Source: an optimization exercise on an open RTL-to-GDS flow (aim: small area, a short achievable clock period and few clock cycles). Production flows keep margins and buffers that such runs may drop.
RTL that was checked went through simulation tests only; none was proved equivalent to the original.
No functional check of the RTL was part of run 2.
No activity file was given, so power comes from the tool's default toggle rates.

==> flow/design.v, too long to show whole: its modules and the start of the top module <==
// module pfpp_engine: 1014 lines
module pfpp_engine (
    input  wire         clk,
    input  wire         rst,
    input  wire         cmd_valid,
    input  wire [63:0]  cmd_word,
    output wire         busy,
    output reg  [3:0]   err,
    output wire [31:0]  result,
    output reg  [127:0] dirty,
    input  wire         cfg_coalesce,
    input  wire [31:0]  cfg_opc,        
    input  wire [15:0]  cfg_nopb,       
    input  wire [2:0]   cfg_rowlen,
    input  wire [2:0]   cfg_endlen,
    input  wire [12:0]  cfg_src_len,    
    input  wire [8:0]   cfg_pal_len,    
    output wire [6:0]   fb_addr,
    output wire         fb_we,
    output wire [127:0] fb_wdata,
    input  wire [127:0] fb_rdata,
    output wire [11:0]  src_addr,
    input  wire [7:0]   src_rdata,
    output wire [7:0]   pal_addr,
    input  wire [23:0]  pal_rdata,
    output reg          bus_req,
    output reg  [1:0]   bus_kind,
    output reg  [7:0]   bus_byte,
    input  wire         bus_done,
    input  wire         bus_err
);
  // ...
==> flow/run.sh <==
#!/bin/bash
# synth_recipe.tcl (not shown) runs the flow's synth.tcl, then flattens the netlist and writes it again
# the make line also repeats each setting of config.mk as NAME=value (left out here)
make -C /OpenROAD-flow-scripts/flow DESIGN_CONFIG=/design/flow/config.mk WORK_HOME=/design/flow/orfs CLKGATE_MAP_FILE= SYNTH_SCRIPT=/design/flow/synth_recipe.tcl finish
==> flow/config.mk <==
export PLATFORM = sky130hd
export DESIGN_NAME = pfpp_engine
export DESIGN_NICKNAME = pfpp_engine
export VERILOG_FILES = /design/flow/design.v
export SDC_FILE = /design/flow/constraint.sdc
export NUM_CORES = 4
export LEC_CHECK = 0
export CAP_MARGIN = 20
export CORE_MARGIN = 2
export CORE_UTILIZATION = 40
export SETUP_SLACK_MARGIN = 5
export SLEW_MARGIN = 20
==> flow/constraint.sdc <==
create_clock -name core_clock -period 10.0 [get_ports {clk}]
set_input_delay 2.0000 -clock core_clock [delete_from_list [all_inputs] [get_ports {clk}]]
set_output_delay 2.0000 -clock core_clock [all_outputs]
set_load 0.01 [all_outputs]
==> notes.md, run 1 <==
Max Cap Viol=0; final cell count without fillers=5470; PD cells=317.3 nW/µm²; # rows=107; Clk Latency, worst-skew pair=0.65 ns; clk_skew=0.02730 ns; tap cell count=1144; height of the die=298.1 µm; RSZ-0062 raised after global routing=no; WP data required=10.36 ns; Core ar.=85410 µm²; DP Area=41750 µm²; Least-Margin Pin Slew=1.123 ns; post-route setup slack=5.230 ns; die area=88840 µm²; EDFF count, synth=248; worst hold path cell count=1; sequential cell area share=28.10%; vias in the first global route=30.82k; largest registers=dirty: 128 flops, rb: 128 flops; hold_ws=0.4297 ns; min cycle time layout=4.770 ns; Comb pwr share=59.3%; Routed met1 length=58.06 mm; highest metal used=met5; status=timing/DRC/antenna clean; cells after synthesis=3764; top cell type's share of synthesized area=21.53%
Testbench counts, summed over its fixed seeds: cycles 442,768.
==> run 2: changes to the inputs <==
--- a/flow/design.v
+++ b/flow/design.v
@@ -31,60 +31,67 @@
     localparam [3:0] OP_NOP = 4'h0, OP_CLEAR = 4'h1, OP_FLUSH = 4'h2,
                      OP_POINT = 4'h3, OP_HLINE = 4'h4, OP_VLINE = 4'h5,
                      OP_FILL = 4'h6, OP_BLIT = 4'h7, OP_QUANT = 4'h8,
                      OP_GLA = 4'h9, OP_XFORM = 4'hA;
     localparam [3:0] E_OK = 4'd0, E_ILLEGAL = 4'd1, E_RSVD = 4'd2,
                      E_BOUNDS = 4'd3, E_ALIGN = 4'd4, E_SRCRANGE = 4'd5,
                      E_PALRANGE = 4'd6, E_BUS = 4'd7;
     localparam [1:0] K_ASSERT = 2'd0, K_BYTE = 2'd1, K_DEASSERT = 2'd2;
-    localparam [2:0] S_IDLE = 3'd0, S_CHK = 3'd1, S_RAST = 3'd2, S_BLIT = 3'd3,
-                     S_BUS = 3'd4, S_CLRW = 3'd5, S_REST = 3'd6, S_QNT = 3'd7;
+    localparam integer I_IDLE = 0, I_CHK = 1, I_RAST = 2, I_BLIT = 3,
+                       I_BUS = 4, I_CLRW = 5, I_REST = 6, I_QNT = 7;
+    localparam [7:0] S_IDLE = 8'd1 << I_IDLE, S_CHK = 8'd1 << I_CHK,
+                     S_RAST = 8'd1 << I_RAST, S_BLIT = 8'd1 << I_BLIT,
+                     S_BUS = 8'd1 << I_BUS, S_CLRW = 8'd1 << I_CLRW,
+                     S_REST = 8'd1 << I_REST, S_QNT = 8'd1 << I_QNT;
     localparam [1:0] T_CLR = 2'd0, T_UPD = 2'd1, T_NOP = 2'd2;
     localparam [2:0] P_ASSERT = 3'd0, P_CMD = 3'd1, P_SECOND = 3'd2,
                      P_ADDR = 3'd3, P_DATA = 3'd4, P_TRAIL = 3'd5,
                      P_DEASSERT = 3'd6;
     function [7:0] rev8;
         input [7:0] b;
         integer i;
         begin
             for (i = 0; i < 8; i = i + 1)
                 rev8[i] = b[7-i];
         end
     endfunction
-    reg [2:0]   state;
+    reg [7:0]   state;
     reg         busy_r;
     reg [3:0]   code;          
     reg         fst, bz;       
     reg [3:0]   op;
     reg         col;
     reg [2:0]   fl;            
     reg [7:0]   xl, xr;        
     reg [7:0]   rrow;          
     reg [7:0]   rend;          
     reg [23:0]  fe;            
     reg         gA, gB, gC, gD;
     reg [6:0]   fa_r;
     reg         we_r;
     reg [127:0] rb;
     reg         isrd, rdv, full, zap;
     reg [6:0]   wrow;
-    reg         v1, v2, v3, v4, v5;
+    reg         v1, v2, v3, v4, v5, v6;
+    reg         pcr, pbad;     
     reg [2:0]   boff_d;
     reg [7:0]   pa_r;
     reg [23:0]  palreg;
     reg [23:0]  ma, mb;
     reg         mnz;
     reg [15:0]  res;
     reg [2:0]   ph;
     reg [1:0]   tt;
     reg [3:0]   tk;
     reg [2:0]   tcnt;
     reg         tfail, tmore;
     reg [6:0]   bs;
+    reg [6:0]   pe_r;          
+    reg         pany_r, more_r;
     assign busy     = busy_r;
     assign result   = {16'd0, res};
     assign fb_addr  = fa_r;
     assign fb_we    = we_r;
     assign fb_wdata = rb;
     assign src_addr = fe[14:3];
     assign pal_addr = pa_r;
     wire bpp8   = fl[0];
@@ -610,24 +617,37 @@
     assign kg5[21] = kg4[21] | (kp4[21] & kg4[5]);
     assign kp5[21] = kp4[21] & kp4[5];
     assign kg5[22] = kg4[22] | (kp4[22] & kg4[6]);
     assign kp5[22] = kp4[22] & kp4[6];
     assign kg5[23] = kg4[23] | (kp4[23] & kg4[7]);
     assign kp5[23] = kp4[23] & kp4[7];
     wire [23:0] lsum = kp0 ^ {kg5[22:0], 1'b0};
     wire        pixcol = palq ? mnz : lsum[23];
+    wire men  = zap | (rdv && state[I_RAST]) | (v6 && state[I_BLIT]);
+    wire colv = (state[I_BLIT]) ? pcr : col;
     wire [3:0] xlh = xl[6:3], xrh = xr[6:3];
     wire [2:0] xll = xl[2:0], xrl = xr[2:0];
+    wire       hsame = (xlh == xrh);
+    reg  [15:0] mgF, mgA, mgB;
+    reg  [7:0]  lA, lB;
     reg  [127:0] m;
     integer c;
     always @(*) begin
+        for (c = 0; c < 16; c = c + 1) begin
+            mgF[c] = men && (c[3:0] > xlh) && (c[3:0] < xrh);
+            mgA[c] = men && (c[3:0] == xlh);
+            mgB[c] = men && (c[3:0] == xrh) && !hsame;
+        end
+        for (c = 0; c < 8; c = c + 1) begin
+            lA[c] = (c[2:0] >= xll) && (!hsame || (c[2:0] <= xrl));
+            lB[c] = (c[2:0] <= xrl);
+        end
         for (c = 0; c < 128; c = c + 1)
-            m[c] = ((c[6:3] > xlh) || ((c[6:3] == xlh) && (c[2:0] >= xll))) &&
-                   ((c[6:3] < xrh) || ((c[6:3] == xrh) && (c[2:0] <= xrl)));
+            m[c] = mgF[c/8] | (mgA[c/8] & lA[c%8]) | (mgB[c/8] & lB[c%8]);
     end
     reg [127:0] pa0;
     reg [63:0]  pa1;  reg [63:0]  pi1;
     reg [31:0]  pa2;  reg [63:0]  pi2;
     reg [15:0]  pa3;  reg [47:0]  pi3;
     reg [7:0]   pa4;  reg [31:0]  pi4;
     reg [3:0]   pa5;  reg [19:0]  pi5;
     reg [1:0]   pa6;  reg [11:0]  pi6;
@@ -677,62 +697,66 @@
             OP_QUANT:                   rsvd_bad = gD | gC | gB | gA | gfl | col;
             default:                    rsvd_bad = gE | gD | gC | gB | gfl | col;
         endcase
     end
     wire rast_bad  = (xl > xr) || xr[7] || xl[7] || (rrow > rend) || rend[7] || rrow[7];
     wire blit_bad  = xl[7] || rrow[7] || (({1'b0, xl} + {1'b0, rend}) > 9'd128);
     wire bounds_bad = (israst && rast_bad) || (isblit && blit_bad) || ((op == OP_GLA) && xl[7]);
     wire align_bad = isblit && bpp8 && (fe[2:0] != 3'd0);
-    wire [24:0] blit_end = {1'b0, fe} + (bpp8 ? {14'd0, rend, 3'd0} : {17'd0, rend});
-    wire range_bad = isblit && (blit_end > {9'd0, cfg_src_len, 3'd0});
+    wire [16:0] blit_end = {2'b0, fe[14:0]} + (bpp8 ? {6'd0, rend, 3'd0} : {9'd0, rend});
+    wire range_bad = isblit && ((|fe[23:15]) || (blit_end > {1'b0, cfg_src_len, 3'd0}));
     wire [3:0] ccode = (op > OP_XFORM) ? E_ILLEGAL :
                        rsvd_bad        ? E_RSVD :
                        bounds_bad      ? E_BOUNDS :
                        align_bad       ? E_ALIGN :
                        range_bad       ? E_SRCRANGE : E_OK;
     wire [2:0] bsel = srclsb ? boff_d : ~boff_d;
     wire [7:0] idx  = bpp8 ? src_rdata : {7'd0, src_rdata[bsel]};
     wire       pal_bad = {1'b0, pa_r} >= cfg_pal_len;
-    wire men  = zap | (rdv && state == S_RAST) | (v5 && state == S_BLIT);
-    wire colv = (state == S_BLIT) ? pixcol : col;
     always @(posedge clk) begin
         for (c = 0; c < 128; c = c + 1)
-            rb[c] <= (men && m[c]) ? colv : (rdv ? fb_rdata[c] : rb[c]);
+            rb[c] <= m[c] ? colv : (rdv ? fb_rdata[c] : rb[c]);
     end
     always @(posedge clk) begin
-        palreg <= (state == S_IDLE) ? cmd_word[63:40] : pal_rdata;
+        palreg <= (state[I_IDLE]) ? cmd_word[63:40] : pal_rdata;
         ma     <= la;
         mb     <= lb;
         mnz    <= |palreg[7:0];
         pa_r   <= idx;
+        pcr    <= pixcol;
         boff_d <= fe[2:0];
     end
     wire       rdone  = (rrow[6:0] == rend[6:0]);
     wire       full_n = rdv | (full & ~we_r);
     wire       lastw  = we_r && (wrow == rend[6:0]);
     wire [6:0] wrow_n = we_r ? wrow + 7'd1 : wrow;
     wire [7:0] rrow_i = rrow + 8'd1;
     wire [7:0] fbyte   = fb_rdata[tk*8 +: 8];
     wire [7:0] fbyte0  = fb_rdata[7:0];
     wire [7:0] gla_row = rev8({1'b0, rrow[6:0]} + 8'd1);
     wire       more    = cfg_coalesce && pany && (pe == rrow_i[6:0]) && (rrow[6:0] != 7'd127);
+    always @(posedge clk) begin
+        pe_r   <= pe;
+        pany_r <= pany;
+        more_r <= more;
+    end
     reg        dwe, dval, dbulk, dbv;
     always @(*) begin
         dwe = 1'b0; dval = 1'b1; dbulk = 1'b0; dbv = 1'b0;
-        case (state)
-            S_RAST: dwe = we_r;
-            S_BLIT: dwe = we_r;
-            S_BUS:  begin dwe = (tt == T_UPD) && (ph == P_DATA); dval = 1'b0; end
-            S_REST: dwe = 1'b1;
-            S_CLRW: begin dbulk = (fa_r == 7'd127); dbv = tfail; end
+        case (1'b1)
+            state[I_RAST]: dwe = we_r;
+            state[I_BLIT]: dwe = we_r;
+            state[I_BUS]:  begin dwe = (tt == T_UPD) && (ph == P_DATA); dval = 1'b0; end
+            state[I_REST]: dwe = 1'b1;
+            state[I_CLRW]: begin dbulk = (fa_r == 7'd127); dbv = tfail; end
             default: ;
         endcase
     end
-    wire [6:0] daddr = (state == S_RAST) ? wrow : rrow[6:0];
+    wire [6:0] daddr = (state[I_RAST]) ? wrow : rrow[6:0];
     integer r;
     always @(posedge clk) begin
         if (rst)
             dirty <= 128'd0;
         else if (dbulk)
             dirty <= {128{dbv}};
         else
             for (r = 0; r < 128; r = r + 1)
@@ -743,23 +767,25 @@
             state   <= S_IDLE;
             busy_r  <= 1'b0;
             err     <= E_OK;
             res     <= 16'd0;
             bus_req <= 1'b0;
             we_r    <= 1'b0;
             zap     <= 1'b0;
             rdv     <= 1'b0;
-            v1 <= 1'b0; v2 <= 1'b0; v3 <= 1'b0; v4 <= 1'b0; v5 <= 1'b0;
+            v1 <= 1'b0; v2 <= 1'b0; v3 <= 1'b0; v4 <= 1'b0; v5 <= 1'b0; v6 <= 1'b0;
+            pbad <= 1'b0;
         end else begin
             zap <= 1'b0;
             rdv <= isrd;
-            v2 <= v1; v3 <= v2; v4 <= v3; v5 <= v4;
-            case (state)
-                S_IDLE: begin
+            v2 <= v1; v3 <= v2; v4 <= v3; v5 <= v4; v6 <= v5;
+            pbad <= v2 && pal_bad;
+            case (1'b1)
+                state[I_IDLE]: begin
                     op   <= cmd_word[3:0];
                     col  <= cmd_word[4];
                     fl   <= cmd_word[7:5];
                     xl   <= cmd_word[15:8];
                     case (cmd_word[3:0])
                         OP_POINT, OP_VLINE, OP_BLIT: xr <= cmd_word[15:8];
                         OP_HLINE:                    xr <= cmd_word[23:16];
                         default:                     xr <= cmd_word[31:24];
@@ -788,17 +814,17 @@
                     v1   <= 1'b0;
                     tfail <= 1'b0;
                     if (cmd_valid) begin
                         state  <= S_CHK;
                         busy_r <= 1'b1;
                         err    <= E_OK;
                     end
                 end
-                S_CHK: begin
+                state[I_CHK]: begin
                     isrd <= 1'b0;
                     code <= ccode;
                     fst  <= 1'b1;
                     bz   <= (rend == 8'd0);
                     if (op > OP_XFORM) begin
                         err <= E_ILLEGAL; state <= S_IDLE; busy_r <= 1'b0;
                     end else if (rsvd_bad) begin
                         err <= E_RSVD; state <= S_IDLE; busy_r <= 1'b0;
@@ -806,18 +832,18 @@
                         case (op)
                             OP_CLEAR: begin
                                 xr <= 8'd127; zap <= 1'b1;
                                 tt <= T_CLR; ph <= P_ASSERT;
                                 bus_req <= 1'b1; bus_kind <= K_ASSERT;
                                 state <= S_BUS;
                             end
                             OP_FLUSH: begin
-                                tt <= pany ? T_UPD : T_NOP; ph <= P_ASSERT;
-                                rrow <= {1'b0, pe}; fa_r <= pe; bs <= pe;
+                                tt <= pany_r ? T_UPD : T_NOP; ph <= P_ASSERT;
+                                rrow <= {1'b0, pe_r}; fa_r <= pe_r; bs <= pe_r;
                                 bus_req <= 1'b1; bus_kind <= K_ASSERT;
                                 state <= S_BUS;
                             end
                             OP_POINT, OP_HLINE, OP_VLINE, OP_FILL: begin
                                 wrow <= rrow[6:0];
                                 if (!rdone) begin
                                     rrow <= rrow_i; fa_r <= rrow_i[6:0]; isrd <= 1'b1;
                                 end
@@ -844,22 +870,22 @@
                                 err <= E_OK; state <= S_IDLE; busy_r <= 1'b0;
                             end
                             default: begin
                                 err <= E_OK; state <= S_IDLE; busy_r <= 1'b0;
                             end
                         endcase
                     end
                 end
-                S_QNT: begin
+                state[I_QNT]: begin
                     if (code == E_OK)
                         res <= {lsum[23:16], 7'd0, lsum[23]};
                     err <= code; state <= S_IDLE; busy_r <= 1'b0;
                 end
-                S_RAST: begin
+                state[I_RAST]: begin
                     fst  <= 1'b0;
                     full <= full_n;
                     wrow <= wrow_n;
                     if (fst && code != E_OK) begin
                         we_r <= 1'b0; isrd <= 1'b0;
                         err <= code; state <= S_IDLE; busy_r <= 1'b0;
                     end else if (lastw) begin
                         we_r <= 1'b0; isrd <= 1'b0;
@@ -868,56 +894,56 @@
                         rrow <= rrow_i; fa_r <= rrow_i[6:0];
                         isrd <= 1'b1; we_r <= 1'b0;
                     end else if (full_n) begin
                         fa_r <= wrow_n; we_r <= 1'b1; isrd <= 1'b0;
                     end else begin
                         we_r <= 1'b0; isrd <= 1'b0;
                     end
                 end
-                S_BLIT: begin
+                state[I_BLIT]: begin
                     fst <= 1'b0;
                     if (rend != 8'd0) begin
                         v1   <= 1'b1;
                         fe   <= fe + (bpp8 ? 24'd8 : 24'd1);
                         rend <= rend - 8'd1;
                     end else begin
                         v1 <= 1'b0;
                     end
-                    if (v5) begin
+                    if (v6) begin
                         xl <= xl + 8'd1;
                         xr <= xl + 8'd1;
                     end
                     if (fst && (code != E_OK || bz)) begin
-                        v1 <= 1'b0; v2 <= 1'b0; v3 <= 1'b0; v4 <= 1'b0; v5 <= 1'b0;
+                        v1 <= 1'b0; v2 <= 1'b0; v3 <= 1'b0; v4 <= 1'b0; v5 <= 1'b0; v6 <= 1'b0;
                         err <= code; state <= S_IDLE; busy_r <= 1'b0;
                     end else if (we_r) begin
                         we_r <= 1'b0;
                         err <= E_OK; state <= S_IDLE; busy_r <= 1'b0;
-                    end else if (v2 && pal_bad) begin
-                        v1 <= 1'b0; v2 <= 1'b0; v3 <= 1'b0; v4 <= 1'b0; v5 <= 1'b0;
+                    end else if (pbad) begin
+                        v1 <= 1'b0; v2 <= 1'b0; v3 <= 1'b0; v4 <= 1'b0; v5 <= 1'b0; v6 <= 1'b0;
                         err <= E_PALRANGE; state <= S_IDLE; busy_r <= 1'b0;
-                    end else if (v5 && !v4) begin
+                    end else if (v6 && !v5) begin
                         we_r <= 1'b1;
                     end
                 end
-                S_CLRW: begin
+                state[I_CLRW]: begin
                     fa_r <= fa_r + 7'd1;
                     if (fa_r == 7'd127) begin
                         we_r <= 1'b0;
                         err <= code; state <= S_IDLE; busy_r <= 1'b0;
                     end
                 end
-                S_REST: begin
+                state[I_REST]: begin
                     rrow <= rrow - 8'd1;
                     if (rrow[6:0] == bs) begin
                         err <= E_BUS; state <= S_IDLE; busy_r <= 1'b0;
                     end
                 end
-                S_BUS: begin
+                state[I_BUS]: begin
                     if (bus_done) begin
                         if (ph == P_DEASSERT) begin
                             case (tt)
                                 T_CLR: begin
                                     bus_req <= 1'b0;
                                     tfail <= tfail | bus_err;
                                     code  <= (tfail | bus_err) ? E_BUS : E_OK;
                                     fa_r  <= 7'd0; we_r <= 1'b1;
@@ -928,18 +954,18 @@
                                     err <= (tfail | bus_err) ? E_BUS : E_OK;
                                     state <= S_IDLE; busy_r <= 1'b0;
                                 end
                                 default: begin
                                     if (tfail | bus_err) begin
                                         bus_req <= 1'b0;
                                         state <= S_REST;
                                     end else begin
-                                        tt <= pany ? T_UPD : T_NOP;
-                                        rrow <= {1'b0, pe}; fa_r <= pe; bs <= pe;
+                                        tt <= pany_r ? T_UPD : T_NOP;
+                                        rrow <= {1'b0, pe_r}; fa_r <= pe_r; bs <= pe_r;
                                         tfail <= 1'b0;
                                         ph <= P_ASSERT; bus_kind <= K_ASSERT;
                                     end
                                 end
                             endcase
                         end else if (bus_err) begin
                             tfail <= 1'b1;
                             ph <= P_DEASSERT; bus_kind <= K_DEASSERT;
@@ -965,18 +991,18 @@
                                     ph <= P_DATA; tk <= 4'd0;
                                     bus_byte <= ~rev8(fbyte0);
                                 end
                                 P_DATA: begin
                                     if (tk != 4'd15) begin
                                         tk <= tk + 4'd1;
                                         bus_byte <= ~rev8(fb_rdata[(tk + 4'd1)*8 +: 8]);
                                         if (tk == 4'd14) begin
-                                            tmore <= more;
-                                            if (more) begin
+                                            tmore <= more_r;
+                                            if (more_r) begin
                                                 rrow <= rrow_i; fa_r <= rrow_i[6:0];
                                             end
                                         end
                                     end else if (tmore) begin
                                         if (cfg_rowlen == 3'd0) begin
                                             ph <= P_ADDR; bus_byte <= gla_row;
                                         end else begin
                                             ph <= P_TRAIL; tcnt <= cfg_rowlen;
==> notes.md, run 2 <==
routed length per placed instance=25.39 µm; # rows=108 (+0.93%); Final nets=4785; vias=32.10k; top cell type's share of synthesized area=21.37% (-0.16 points); endpoints failing setup=0; status=timing/DRC/antenna clean; Least-Margin Pin Slew=1.130 ns (+0.007041 ns); WS Path Type=reg -> reg; placed insts=5340; CTS tree=built; netlist area before placement=34850 µm²; H-tree depth=2; beginning of the worst hold path=v4; EDFF count, synth=248 (unchanged); Max Fclk=0.2174 GHz; Routability Congestion=0.9381; top cell type by total area after synthesis=edfxtp_1; hpwl dp=104.3 mm; die area=89510 µm² (+0.76%); Async SR Flop Fraction=0%; count leader, synth=nor2_1; antenna violations before repair=22; IO Port Bufs=620; final max-slew violation count=0; maximum clock insertion buffer count=3; Synth Flop Type=dfxtp_1; cell chain of the critical path=inv_1, nor2_1, ha_1, fa_1, a21o_1, a21oi_1, nor2b_1, o21a_1, o311ai_1, a31oi_1, o21ai_0, xnor2_1, ha_1, o21ai_0, a21oi_1, nor3_1, o21ai_0, a21o_1, a311o_1, a21o_1; Fin Setup TNS=0 ns; cells after synthesis=3757 (-0.19%); final cell count without fillers=5465 (-0.091%); Overall Power=6.884 mW; Worst-path clk slew=0.06 ns; vias in the first global route=30.54k (-0.90%); Residual DRC=0; clk root buf=clkbuf_16; fin util=50.69%; Worst Path Arrival=5.00 ns; CTS Sinks=507; gr usage total=29.90%; largest registers=dirty: 128 flops, rb: 128 flops; Routed WL=138.7 mm; WP data required=10.40 ns (+0.04 ns); PD cells=156.8 nW/µm² (-51%); vias per inst=5.874; Final period util=45.99%; Critical Path End Type=flop; Distinct cells, synth=87; Die X-Extent=299.2 µm; height of the die=299.2 µm (+0.38%); most common cell after layout, fill and taps aside=clkdlybuf4s50_1; Core ar.=86620 µm² (+1.4%); top post-synthesis cells by area=edfxtp_1, dfxtp_1, fa_1; Crit-path slowest cell=edfxtp_1; CTS Buf Count=59; largest net degree at the start of global routing=130; Layout area overhead=25.97%; initial drt markers=3461; clk_skew=0.02127 ns (-0.006030 ns); crit path max fanout=7; first-pass GRT wire length=203.6 mm; Clk Latency, worst-skew pair=0.65 ns (about the same); Yosys reg bits=507; # IOs=638; Slew HR=24.65%; Max Cap Viol=0 (unchanged); share of layout cells above drive strength 1=9.770%; Syn Area/Cell=9.277 µm²; synth warn=1; CP startpoint=rend[0]; list of most frequent post-synthesis cells=nor2_1, o21ai_0, dfxtp_1; most frequent cells in the layout=clkdlybuf4s50_1, nor2_1, o21ai_0, dfxtp_1, edfxtp_1; Final ANT Viol Nets=0; RSZ-0062 raised after global routing=no; Starting Density=40.24%; Hold Crit Class=reg -> reg; sequential area share after synthesis=36.24%; overflow left after global routing=0; Critical Path Max Stage Delay=0.53 ns; Worst setup SP type=flop; min cycle time layout=4.599 ns (-0.1710 ns); Final Hold Fails=0; Leak=16.57 nW; Worst R2R Start=rend[0]; VDD IR max=0.1294 mV; drt pass-1 iters=6
run 2: cell types whose count changed in the layout (fill, tap and decap cells not counted), sizes merged, moves of 40 or more:
cell,change
or2,-49
a21oi,-76
o21ai,+97
nand2,-40
a221oi,+53
nand2b,+41
run 2: metrics by stage:
stage | hold WS (ns) | cell area [µm²] | setup WS, ns
2_1_floorplan | 0.3966 | 34920 | 5.569
3_3_place_gp | 0.4134 | 41900 | 5.008
3_5_place_dp | 0.4235 | 41900 | 4.977
4_1_cts | 0.4395 | 43850 | 5.290
5_1_grt | 0.4631 | 43900 | 5.114
6_report | 0.4419 | 43910 | 5.401
run 2: report_power, final:
group          internal, mW  leakage [nW]  switching, mW
Combinational         0.939          11.2           1.17
Clock                  1.25         0.976          0.951
Sequential             2.40          4.40          0.183
run 2: area by class of cell:
cell class	instances	area (µm²)
Sequential cell	507	12640
Fill cell	8187	42710
Antenna cell	11	27.53
Inverter	242	908.4
Multi-Input combinational cell	2770	20370
Clock inverter	27	183.9
Timing Repair Buffer	669	6571
Tap cell	1155	1445
Clock buffer	84	1759
run 2: final timing paths:
kind	end	depth (start not counted)	slack, ns
worst max-delay path	code[0]	20	5.40
worst min-delay path	v5	1	0.44
worst max register to register	code[0]	20	5.40
worst min register to register	v5	1	0.44
run 2: repair_timing:
action                                 in CTS  in global routing
setup endpoints to repair                   1                  1
pin swaps                                   0                  0
endpoints found under the hold margin       0                  0
resized for setup                           0                  1
hold buffers                                0                  0
setup buffers                               1                  2
run 2: cells by family after synthesis:
family / after synthesis / synth area share [%]
AOI/OAI and AO/OA: 896 / 16.65
xor gates and xnor gates: 103 / 2.588
other: 1 / 0.01076
and+or+nand+nor: 1174 / 16.38
adders and majority gates: 231 / 10.87
buffers and inverters: 496 / 5.665
DFF: 507 / 36.24
muxes: 349 / 11.60
run 2: worst max-delay path: cells and delay by family, from the launching register on:
family	cells	cell delay [ns]
AOI/OAI and AO/OA	12	2.40
xor gates and xnor gates	1	0.16
adders and majority gates	3	0.87
buffers and inverters	1	0.16
DFF	1	0.53
and+or+nand+nor	3	0.26
run 2: layer usage:
| layer | wire length (µm) | share of wire, % | track usage (%) | vias up |
|---|---|---|---|---|
| met2 | 65010 | 47 | 48.53 | 1517 |
| met1 | 57700 | 42 | 40.49 | 15720 |
| li1 | - | - | - | 14580 |
| met4 | 4848 | 3.5 | 9.440 | 22 |
| met3 | 11040 | 8.0 | 5.378 | 268 |
| met5 | 135 | 0.097 | 0 | - |

static timing again, ports no longer ideal:
The flow's constraints put no driver on any port. The routed layouts listed below were extracted and timed again, unchanged, in two steps.
Step 1, drivers: a clkbuf_16 drives clk and a buf_2 each remaining input, both assumed.
Step 2 adds t to the input delays and takes it off the output delays; t is the mean of the earliest and latest rising clock arrival at the registers after step 1. Input paths then give back, and output paths get back, about the clock's delay inside the block.
Slacks: ideal ports / drivers / drivers and shift; pairs: ideal ports / drivers.
run | shift t [ns] | setup slack, ns | worst setup path after step 2 | worst register clock-pin slew, ns
run 1 | 0.699 | 5.230 / 5.230 / 5.113 | input to register | 0.07 / 0.07
run 2 | 0.706 | 5.401 / 5.401 / 5.068 | input to register | 0.07 / 0.07
After both steps setup and hold are still met in every run listed. The setup slack of run 2, which loses most, moves by 0.000 ns with the drivers and by -0.333 ns with both steps.
